Context: an optimization exercise on an open-source flow, tuned for small area, a short achievable clock period and few clock cycles per item. The choices shown serve that exercise and are no tape-out recipe.
The RTL was checked by simulation tests, not by an equivalence proof against the original design.
No activity file was given, so power comes from the tool's default toggle rates.

alpha:
## pan_volume_mixer
module pan_volume_mixer (
    input  wire               clk,
    input  wire               rst,           
    input  wire               in_valid,
    output wire               in_ready,
    input  wire               in_play,       
    input  wire signed [15:0] in_sample,     
    input  wire               in_am_en,      
    input  wire        [2:0]  in_am_depth,   
    input  wire        [7:0]  in_am_phase,   
    input  wire        [9:0]  in_eg_level,   
    input  wire        [3:0]  in_pan,        
    input  wire        [6:0]  in_tl,         
    output reg                out_valid,
    output reg  signed [15:0] out_l,
    output reg  signed [15:0] out_r
);
For scale: roughly 3800 cells after synthesis, about 0.031 sq mm of cells after synthesis.
Settings: LEC_CHECK=0, CAP_MARGIN=20, CORE_MARGIN=2, CORE_UTILIZATION=40, SLEW_MARGIN=20, SYNTH_MEMORY_MAX_BITS=65536; clock period 30.0 ns.
standard.sh (not shown) runs the stock make flow with config.mk's settings and CLKGATE_MAP_FILE= SYNTH_SCRIPT=/design/flow/synth_recipe.tcl, a recipe that flattens the netlist after the stock synthesis.
==> flow/flow/run.sh <==
#!/bin/bash
# Own flow: the standard layout (standard.sh), with
#  - the synthesis run through flow/synth_wrap.tcl, which only swaps the ABC
#    mapping script for the area-oriented flow/area.abc (registers are mapped
#    before ABC and stay exactly as the standard synthesis makes them);
#  - Yosys's synth without its internal quick ABC pass (-noabc), so that the
#    adder extraction sees the multiplier trees' full adders as written;
#  - the port buffers as plain buf_2 cells.
set -euo pipefail
W=$(pwd)
export FLOW_WORK=$W
export FLOW_ABC_SCRIPT=$W/flow/area.abc
bash standard.sh SYNTH_SCRIPT=$W/flow/synth_wrap.tcl SYNTH_ARGS=-noabc SETUP_SLACK_MARGIN=23.1 CORE_UTILIZATION=45 PLACE_DENSITY=0.75 CTS_CLUSTER_SIZE=30 CTS_CLUSTER_DIAMETER=100 \
  "BUFFER_PORTS_ARGS=-buffer_cell sky130_fd_sc_hd__buf_2" finish > $W/flow_make.log 2>&1
==> flow/flow/area.abc <==
strash
dc2
strash
&get -n
&dch -f
&nf {D}
&put
==> flow/flow/synth_wrap.tcl <==
# The standard synthesis (synth_recipe.tcl, unchanged), with one difference:
# the final ABC mapping runs the area-oriented script in flow/area.abc
# instead of ORFS's delay-oriented one. Registers are mapped before ABC and
# are left exactly as the standard synthesis makes them.
proc abc {args} {
  set i [lsearch -exact $args -script]
  if {$i >= 0} {
    set args [lreplace $args $i [expr {$i + 1}] -script $::env(FLOW_ABC_SCRIPT)]
  }
  yosys abc {*}$args
}
source $::env(FLOW_WORK)/synth_recipe.tcl
alpha: full flow OK, the timing, DRC and antenna checks passed
Testbench counts of alpha, summed over its fixed seeds: cycles 35,888, slots 35,840.
[inputs] beta vs alpha
-- flow/flow/run.sh --
<<< alpha, line 13
bash standard.sh SYNTH_SCRIPT=$W/flow/synth_wrap.tcl SYNTH_ARGS=-noabc SETUP_SLACK_MARGIN=23.1 CORE_UTILIZATION=45 PLACE_DENSITY=0.75 CTS_CLUSTER_SIZE=30 CTS_CLUSTER_DIAMETER=100 \
>>> beta, line 13
bash standard.sh SYNTH_SCRIPT=$W/flow/synth_wrap.tcl SYNTH_ARGS=-noabc SETUP_SLACK_MARGIN=23.1 CORE_UTILIZATION=45 CTS_CLUSTER_SIZE=30 CTS_CLUSTER_DIAMETER=100 \
Findings:
- Status: sequential share of layout area parity (beta, alpha)
- Re count of placed standard cells in the final layout, fillers left out: alpha was higher than beta.
- Compared to alpha, beta shows a wider setup margin.
- Combinational fraction of design power down 0.4 points in beta wrt alpha
Input changes introduced in gamma (baseline for comparison: beta):
-- flow/flow/run.sh --
<<< beta, line 13
bash standard.sh SYNTH_SCRIPT=$W/flow/synth_wrap.tcl SYNTH_ARGS=-noabc SETUP_SLACK_MARGIN=23.1 CORE_UTILIZATION=45 CTS_CLUSTER_SIZE=30 CTS_CLUSTER_DIAMETER=100 \
>>> gamma, line 13
bash standard.sh SYNTH_SCRIPT=$W/flow/synth_wrap.tcl SYNTH_ARGS=-noabc SETUP_SLACK_MARGIN=23.3 \
Results
Compared with beta, in gamma final routed wire length divided by cell count lost 1.6%, share of post-route cells with drive strength above 1 saw an increase, routed wire length +1700 um, height of the die has increased.
gamma against beta: smallest hold slack -0.011 ns; fraction of power consumed by sequential logic now sits lower.
Against beta, gamma comes in 702 higher on via count of the first global-routing pass.
In gamma the count of cells resized by post-cts repair turned out 22 higher than in beta.
As far as power dissipated by switching net loads is concerned, gamma and beta perform about the same.
In the flow results for gamma and beta, the power is smaller on beta.
Modified inputs, delta compared to gamma
-- flow/flow/run.sh --
<<< gamma, line 13
bash standard.sh SYNTH_SCRIPT=$W/flow/synth_wrap.tcl SYNTH_ARGS=-noabc SETUP_SLACK_MARGIN=23.3 \
>>> delta, line 13
bash standard.sh SYNTH_SCRIPT=$W/flow/synth_wrap.tcl SYNTH_ARGS=-noabc SETUP_SLACK_MARGIN=22.8 \
## What came out
Comparing delta and gamma, the lower area fraction of clock buffers and clock inverters was measured on gamma.
Compared delta against gamma; number of I/O pins within noise.
delta vs gamma: ratio of total power to cell area down slightly
delta: PASS, flow complete, no timing, DRC or antenna violations
delta vs gamma: delay of the slowest critical-path stage up in delta
gamma → delta: initial detailed-routing violation count up 276; total power moved down; sequential share of layout area roughly the same; area of the die closely matched the old numbers.
The minimum clock period of delta was inferior to that of gamma.
Inputs modified between delta and epsilon:
-- flow/flow/run.sh --
<<< delta, line 13
bash standard.sh SYNTH_SCRIPT=$W/flow/synth_wrap.tcl SYNTH_ARGS=-noabc SETUP_SLACK_MARGIN=22.8 \
>>> epsilon, line 13
bash standard.sh SYNTH_SCRIPT=$W/flow/synth_wrap.tcl SYNTH_ARGS=-noabc SETUP_SLACK_MARGIN=23.3 GPL_TIMING_DRIVEN=0 CORE_UTILIZATION=60 \
## What came out
- Comparing delta and epsilon, the lower headroom to the max-slew limit was measured on epsilon.
- On maximum level of the CTS H-tree: between delta and epsilon, it ends up lower for epsilon.
- Period utilization essentially unchanged between epsilon and delta.
- Core util | epsilon vs delta | epsilon higher
- epsilon vs delta: data-path buffer share of cell area in the final layout up in epsilon

* * *

Starting RTL as in the previous note.
// pan_volume_mixer
module pan_volume_mixer (
    input  wire               clk,
    input  wire               rst,           
    input  wire               in_valid,
    output wire               in_ready,
    input  wire               in_play,       
    input  wire signed [15:0] in_sample,     
    input  wire               in_am_en,      
    input  wire        [2:0]  in_am_depth,   
    input  wire        [7:0]  in_am_phase,   
    input  wire        [9:0]  in_eg_level,   
    input  wire        [3:0]  in_pan,        
    input  wire        [6:0]  in_tl,         
    output reg                out_valid,
    output reg  signed [15:0] out_l,
    output reg  signed [15:0] out_r
);
==> flow/config.mk <==
export PLATFORM = sky130hd
export DESIGN_NAME = pan_volume_mixer
export DESIGN_NICKNAME = pan_volume_mixer
export VERILOG_FILES = /design/flow/design.v
export SDC_FILE = /design/flow/constraint.sdc
export NUM_CORES = 4
export LEC_CHECK = 0
export CAP_MARGIN = 20
export CORE_MARGIN = 2
export CORE_UTILIZATION = 40
export SLEW_MARGIN = 20
export SYNTH_MEMORY_MAX_BITS = 65536
==> flow/constraint.sdc <==
create_clock -name core_clock -period 30.0 [get_ports {clk}]
set_input_delay 6.0000 -clock core_clock [delete_from_list [all_inputs] [get_ports {clk}]]
set_output_delay 6.0000 -clock core_clock [all_outputs]
set_load 0.01 [all_outputs]
==> flow/flow/run.sh <==
#!/bin/bash
# Own flow: the standard layout (standard.sh), with
#  - the synthesis run through flow/synth_wrap.tcl, which only swaps the ABC
#    mapping script for the area-oriented flow/area.abc (registers are mapped
#    before ABC and stay exactly as the standard synthesis makes them);
#  - Yosys's synth without its internal quick ABC pass (-noabc), so that the
#    adder extraction sees the multiplier trees' full adders as written;
#  - the port buffers as plain buf_2 cells.
set -euo pipefail
W=$(pwd)
export FLOW_WORK=$W
export FLOW_ABC_SCRIPT=$W/flow/area.abc
bash standard.sh SYNTH_SCRIPT=$W/flow/synth_wrap.tcl SYNTH_ARGS=-noabc SETUP_SLACK_MARGIN=23.3 CORE_UTILIZATION=50 CTS_CLUSTER_SIZE=30 CTS_CLUSTER_DIAMETER=100 \
  "BUFFER_PORTS_ARGS=-buffer_cell sky130_fd_sc_hd__buf_2" finish > $W/flow_make.log 2>&1
Scripts as last shown in full above: flow/flow/area.abc, flow/flow/synth_wrap.tcl
Testbench counts at the start, summed over its fixed seeds: cycles 35,888, slots 35,840.
Edit:
==> flow/run.sh (new file) <==
#!/bin/bash
# synth_recipe.tcl (not shown) runs the flow's synth.tcl, then flattens the netlist and writes it again
# the make line also repeats each setting of config.mk as NAME=value (left out here)
make -C /OpenROAD-flow-scripts/flow DESIGN_CONFIG=/design/flow/config.mk WORK_HOME=/design/flow/orfs CLKGATE_MAP_FILE= SYNTH_SCRIPT=/design/flow/synth_recipe.tcl finish
removed: flow/flow/run.sh
removed: flow/flow/area.abc
removed: flow/flow/synth_wrap.tcl
removed: flow/standard.sh
The new run finished clean.
Via count is higher by a quarter to a third.
Utilization is lower by 13 points.
Count of clock-buffer cells in the layout goes up by 19.
Sequential share of layout area is lower by 3.2 points.
Design area came out higher by a quarter to a third.
Wire length came out higher by a quarter to a third.
Clock skew fell by 0.012 ns.
Final cell count went up by well over a third.
Sequential power falls by about a fifth.
Total power is lower slightly.
Setup slack is worse by 0.43 ns.

* * *

== old ==
Starting RTL as in the previous note.
clock: 30.0 ns
lec_check: 0
cap_margin: 20
core_margin: 2
core_utilization: 40
slew_margin: 20
synth_memory_max_bits: 65536
==> flow/flow/run.sh <==
#!/bin/bash
# Own flow: the standard layout (standard.sh), with
#  - the synthesis run through flow/synth_wrap.tcl, which only swaps the ABC
#    mapping script for the area-oriented flow/area.abc (registers are mapped
#    before ABC and stay exactly as the standard synthesis makes them);
#  - Yosys's synth without its internal quick ABC pass (-noabc), so that the
#    adder extraction sees the multiplier trees' full adders as written;
#  - the port buffers as plain buf_2 cells.
set -euo pipefail
W=$(pwd)
export FLOW_WORK=$W
export FLOW_ABC_SCRIPT=$W/flow/area.abc
bash standard.sh SYNTH_SCRIPT=$W/flow/synth_wrap.tcl SYNTH_ARGS=-noabc SETUP_SLACK_MARGIN=23.5 CORE_UTILIZATION=45 CTS_CLUSTER_SIZE=30 CTS_CLUSTER_DIAMETER=100 \
  "BUFFER_PORTS_ARGS=-buffer_cell sky130_fd_sc_hd__buf_2" finish > $W/flow_make.log 2>&1
==> flow/flow/area.abc <==
strash
dc2
strash
&get -n
&dch -f
&nf {D}
&put
==> flow/flow/synth_wrap.tcl <==
# The standard synthesis (synth_recipe.tcl, unchanged), with one difference:
# the final ABC mapping runs the area-oriented script in flow/area.abc
# instead of ORFS's delay-oriented one. Registers are mapped before ABC and
# are left exactly as the standard synthesis makes them.
proc abc {args} {
  set i [lsearch -exact $args -script]
  if {$i >= 0} {
    set args [lreplace $args $i [expr {$i + 1}] -script $::env(FLOW_ABC_SCRIPT)]
  }
  yosys abc {*}$args
}
source $::env(FLOW_WORK)/synth_recipe.tcl
Testbench counts of old, summed over its fixed seeds: cycles 35,888, slots 35,840.
Here is what was changed in the inputs of new compared with old.
diff --git a/flow/flow/run.sh b/flow/flow/run.sh
--- a/flow/flow/run.sh
+++ b/flow/flow/run.sh
@@ -12,3 +12,3 @@
 export FLOW_ABC_SCRIPT=$W/flow/area.abc
-bash standard.sh SYNTH_SCRIPT=$W/flow/synth_wrap.tcl SYNTH_ARGS=-noabc SETUP_SLACK_MARGIN=23.5 CORE_UTILIZATION=45 CTS_CLUSTER_SIZE=30 CTS_CLUSTER_DIAMETER=100 \
+bash standard.sh SYNTH_SCRIPT=$W/flow/synth_wrap.tcl SYNTH_ARGS=-noabc SETUP_SLACK_MARGIN=22.9 CORE_UTILIZATION=45 CTS_CLUSTER_SIZE=30 CTS_CLUSTER_DIAMETER=100 \
   "BUFFER_PORTS_ARGS=-buffer_cell sky130_fd_sc_hd__buf_2" finish > $W/flow_make.log 2>&1
[summary]
The final layout from new, which completed every stage, passed the timing, DRC and antenna checks at the end of the flow. Summary of the comparison: share of power burned in the clock network is higher in new, relative to old. Wire length, new vs old: down by a few percent. new packs its core more loosely than old.

* * *

Starting RTL as in the previous note.
Settings: LEC_CHECK=0, CAP_MARGIN=20, CORE_MARGIN=2, CORE_UTILIZATION=40, SLEW_MARGIN=20, SYNTH_MEMORY_MAX_BITS=65536; clock period 30.0 ns.
==> flow/flow/run.sh <==
#!/bin/bash
# Own flow: the standard layout (standard.sh), with
#  - the synthesis run through flow/synth_wrap.tcl, which only swaps the ABC
#    mapping script for the area-oriented flow/area.abc (registers are mapped
#    before ABC and stay exactly as the standard synthesis makes them);
#  - Yosys's synth without its internal quick ABC pass (-noabc), so that the
#    adder extraction sees the multiplier trees' full adders as written;
#  - the port buffers as plain buf_2 cells.
set -euo pipefail
W=$(pwd)
export FLOW_WORK=$W
export FLOW_ABC_SCRIPT=$W/flow/area.abc
bash standard.sh SYNTH_SCRIPT=$W/flow/synth_wrap.tcl SYNTH_ARGS=-noabc SETUP_SLACK_MARGIN=23.1 CORE_UTILIZATION=45 CTS_CLUSTER_SIZE=20 CTS_CLUSTER_DIAMETER=80 \
  "BUFFER_PORTS_ARGS=-buffer_cell sky130_fd_sc_hd__buf_2" finish > $W/flow_make.log 2>&1
Scripts as last shown in full above: flow/flow/area.abc, flow/flow/synth_wrap.tcl
The first run went through all stages and came out clean.
Testbench counts at the start, summed over its fixed seeds: cycles 35,888, slots 35,840.
Then changed:
--- a/flow/flow/run.sh
+++ b/flow/flow/run.sh
@@ -13 +13 @@
-bash standard.sh SYNTH_SCRIPT=$W/flow/synth_wrap.tcl SYNTH_ARGS=-noabc SETUP_SLACK_MARGIN=23.1 CORE_UTILIZATION=45 CTS_CLUSTER_SIZE=20 CTS_CLUSTER_DIAMETER=80 \
+bash standard.sh SYNTH_SCRIPT=$W/flow/synth_wrap.tcl SYNTH_ARGS=-noabc SETUP_SLACK_MARGIN=23.3 CORE_UTILIZATION=65 \
Outcome: The changed run ended with an error in 5_1_grt (GRT-0232); area after synthesis is unchanged; synthesized cell count does not change.
Then changed:
--- a/flow/flow/run.sh
+++ b/flow/flow/run.sh
@@ -8 +8,5 @@
-#  - the port buffers as plain buf_2 cells.
+#  - the port buffers as plain buf_2 cells;
+#  - timing repair asked to reach a setup slack of 23.5 ns at the design's
+#    30 ns clock (the SDC is unchanged), since the area-mapped logic is
+#    otherwise left at whatever delay it has;
+#  - a denser core and larger clock-tree sink clusters.
@@ -13 +17,2 @@
-bash standard.sh SYNTH_SCRIPT=$W/flow/synth_wrap.tcl SYNTH_ARGS=-noabc SETUP_SLACK_MARGIN=23.3 CORE_UTILIZATION=65 \
+bash standard.sh SYNTH_SCRIPT=$W/flow/synth_wrap.tcl SYNTH_ARGS=-noabc \
+  SETUP_SLACK_MARGIN=23.5 CORE_UTILIZATION=45 CTS_CLUSTER_SIZE=30 CTS_CLUSTER_DIAMETER=100 \
==> flow/flow/area.abc (replaced) <==
strash
dc2
dch -f
amap
strash
dc2
&get -n
&dch -f
&nf -R 1000
&put
The changed run passed the timing, DRC and antenna checks.
Synthesized cell count drops by 2.3%.
Synthesized area drops by 1.5%.
Then changed:
--- a/flow/flow/run.sh
+++ b/flow/flow/run.sh
@@ -8,5 +8 @@
-#  - the port buffers as plain buf_2 cells;
-#  - timing repair asked to reach a setup slack of 23.5 ns at the design's
-#    30 ns clock (the SDC is unchanged), since the area-mapped logic is
-#    otherwise left at whatever delay it has;
-#  - a denser core and larger clock-tree sink clusters.
+#  - the port buffers as plain buf_2 cells.
@@ -18 +13,0 @@
-  SETUP_SLACK_MARGIN=23.5 CORE_UTILIZATION=45 CTS_CLUSTER_SIZE=30 CTS_CLUSTER_DIAMETER=100 \
==> flow/flow/area.abc (replaced) <==
strash
dc2
strash
&get -n
&dch -f
&nf {D}
&put
Effect: Clock skew increases by 0.0075 ns. Wire length decreases by 3.3%. Combinational power decreases by 16%.
Then changed:
--- a/flow/flow/run.sh
+++ b/flow/flow/run.sh
@@ -13 +13 @@
-bash standard.sh SYNTH_SCRIPT=$W/flow/synth_wrap.tcl SYNTH_ARGS=-noabc \
+bash standard.sh SYNTH_SCRIPT=$W/flow/synth_wrap.tcl SYNTH_ARGS=-noabc SETUP_SLACK_MARGIN=23.5 CAP_MARGIN=5 SLEW_MARGIN=5 CORE_UTILIZATION=45 CTS_CLUSTER_SIZE=30 CTS_CLUSTER_DIAMETER=100 \
The new run completed with no timing, DRC or antenna violations.
Final cell count falls by a few percent.
Combinational power came out higher by a few percent.
Sequential power is higher by a few percent.
Routed wire length climbs slightly.
Core utilization is higher by 5.5 points.
Worst setup slack improved by 0.35 ns.
Count of clock-buffer cells in the layout drops by 27.
Non-clock buffer count rises by 13.
First-iteration DRC count climbs by a little under a tenth.
Power came out higher slightly.
Then changed:
--- a/flow/flow/run.sh
+++ b/flow/flow/run.sh
@@ -13 +13 @@
-bash standard.sh SYNTH_SCRIPT=$W/flow/synth_wrap.tcl SYNTH_ARGS=-noabc SETUP_SLACK_MARGIN=23.5 CAP_MARGIN=5 SLEW_MARGIN=5 CORE_UTILIZATION=45 CTS_CLUSTER_SIZE=30 CTS_CLUSTER_DIAMETER=100 \
+bash standard.sh SYNTH_SCRIPT=$W/flow/synth_wrap.tcl SYNTH_ARGS=-noabc SETUP_SLACK_MARGIN=23.1 CORE_UTILIZATION=45 PLACE_DENSITY=0.5 CTS_CLUSTER_SIZE=30 CTS_CLUSTER_DIAMETER=100 \
What happened: The changed run passed the timing, DRC and antenna checks; total power came out lower by 0.80%; non-clock buffer count came out lower by 20; via count came out higher by 1.3%.

-- afterwards: timing with drivers on the ports --
No port has a modelled driver above. Below, the same layouts with a new extraction and two added sets of constraints. Step 1 (the two cells are an assumption about what drives the block):
set clk [get_ports {clk}]
set_driving_cell -lib_cell sky130_fd_sc_hd__clkbuf_16 $clk
set_driving_cell -lib_cell sky130_fd_sc_hd__buf_2 [delete_from_list [all_inputs] $clk]
Step 2, shift: input delay + t, output delay - t, t = (earliest + latest rising clock arrival at the registers) / 2. This alone moves slack from input paths to output paths. a / b / c = no drivers / after step 1 / after step 2; a / b = the first two.
run	t (ns)	setup WS [ns]	worst slew at a driven data input, ns	pins driven straight from the clock port
alpha	0.607	22.976 / 22.910 / 23.366	0.06	1
beta	0.609	22.994 / 22.929 / 23.379	0.06	1
gamma	0.620	22.931 / 22.862 / 23.322	0.06	1
delta	0.634	22.871 / 22.804 / 23.365	0.06	1
epsilon	0.682	22.875 / 22.807 / 22.909	0.04	1
the first run of note 2	0.619	22.966 / 22.898 / 23.357	0.05	1
the second run of note 2	0.663	22.537 / 22.470 / 22.823	0.04	1
old	0.615	22.993 / 22.926 / 23.357	0.06	1
new	0.622	22.894 / 22.827 / 23.337	0.04	1
the first run of note 4	0.641	22.958 / 22.893 / 23.366	0.04	1
the third run of note 4	0.623	22.378 / 22.378 / 22.378	0.07	1
the fourth run of note 4	0.634	22.615 / 22.615 / 22.615	0.06	1
the fifth run of note 4	0.630	22.968 / 22.897 / 23.375	0.07	1
the sixth run of note 4	0.622	22.943 / 22.873 / 23.328	0.03	1
After both steps setup and hold are still met in every run listed.
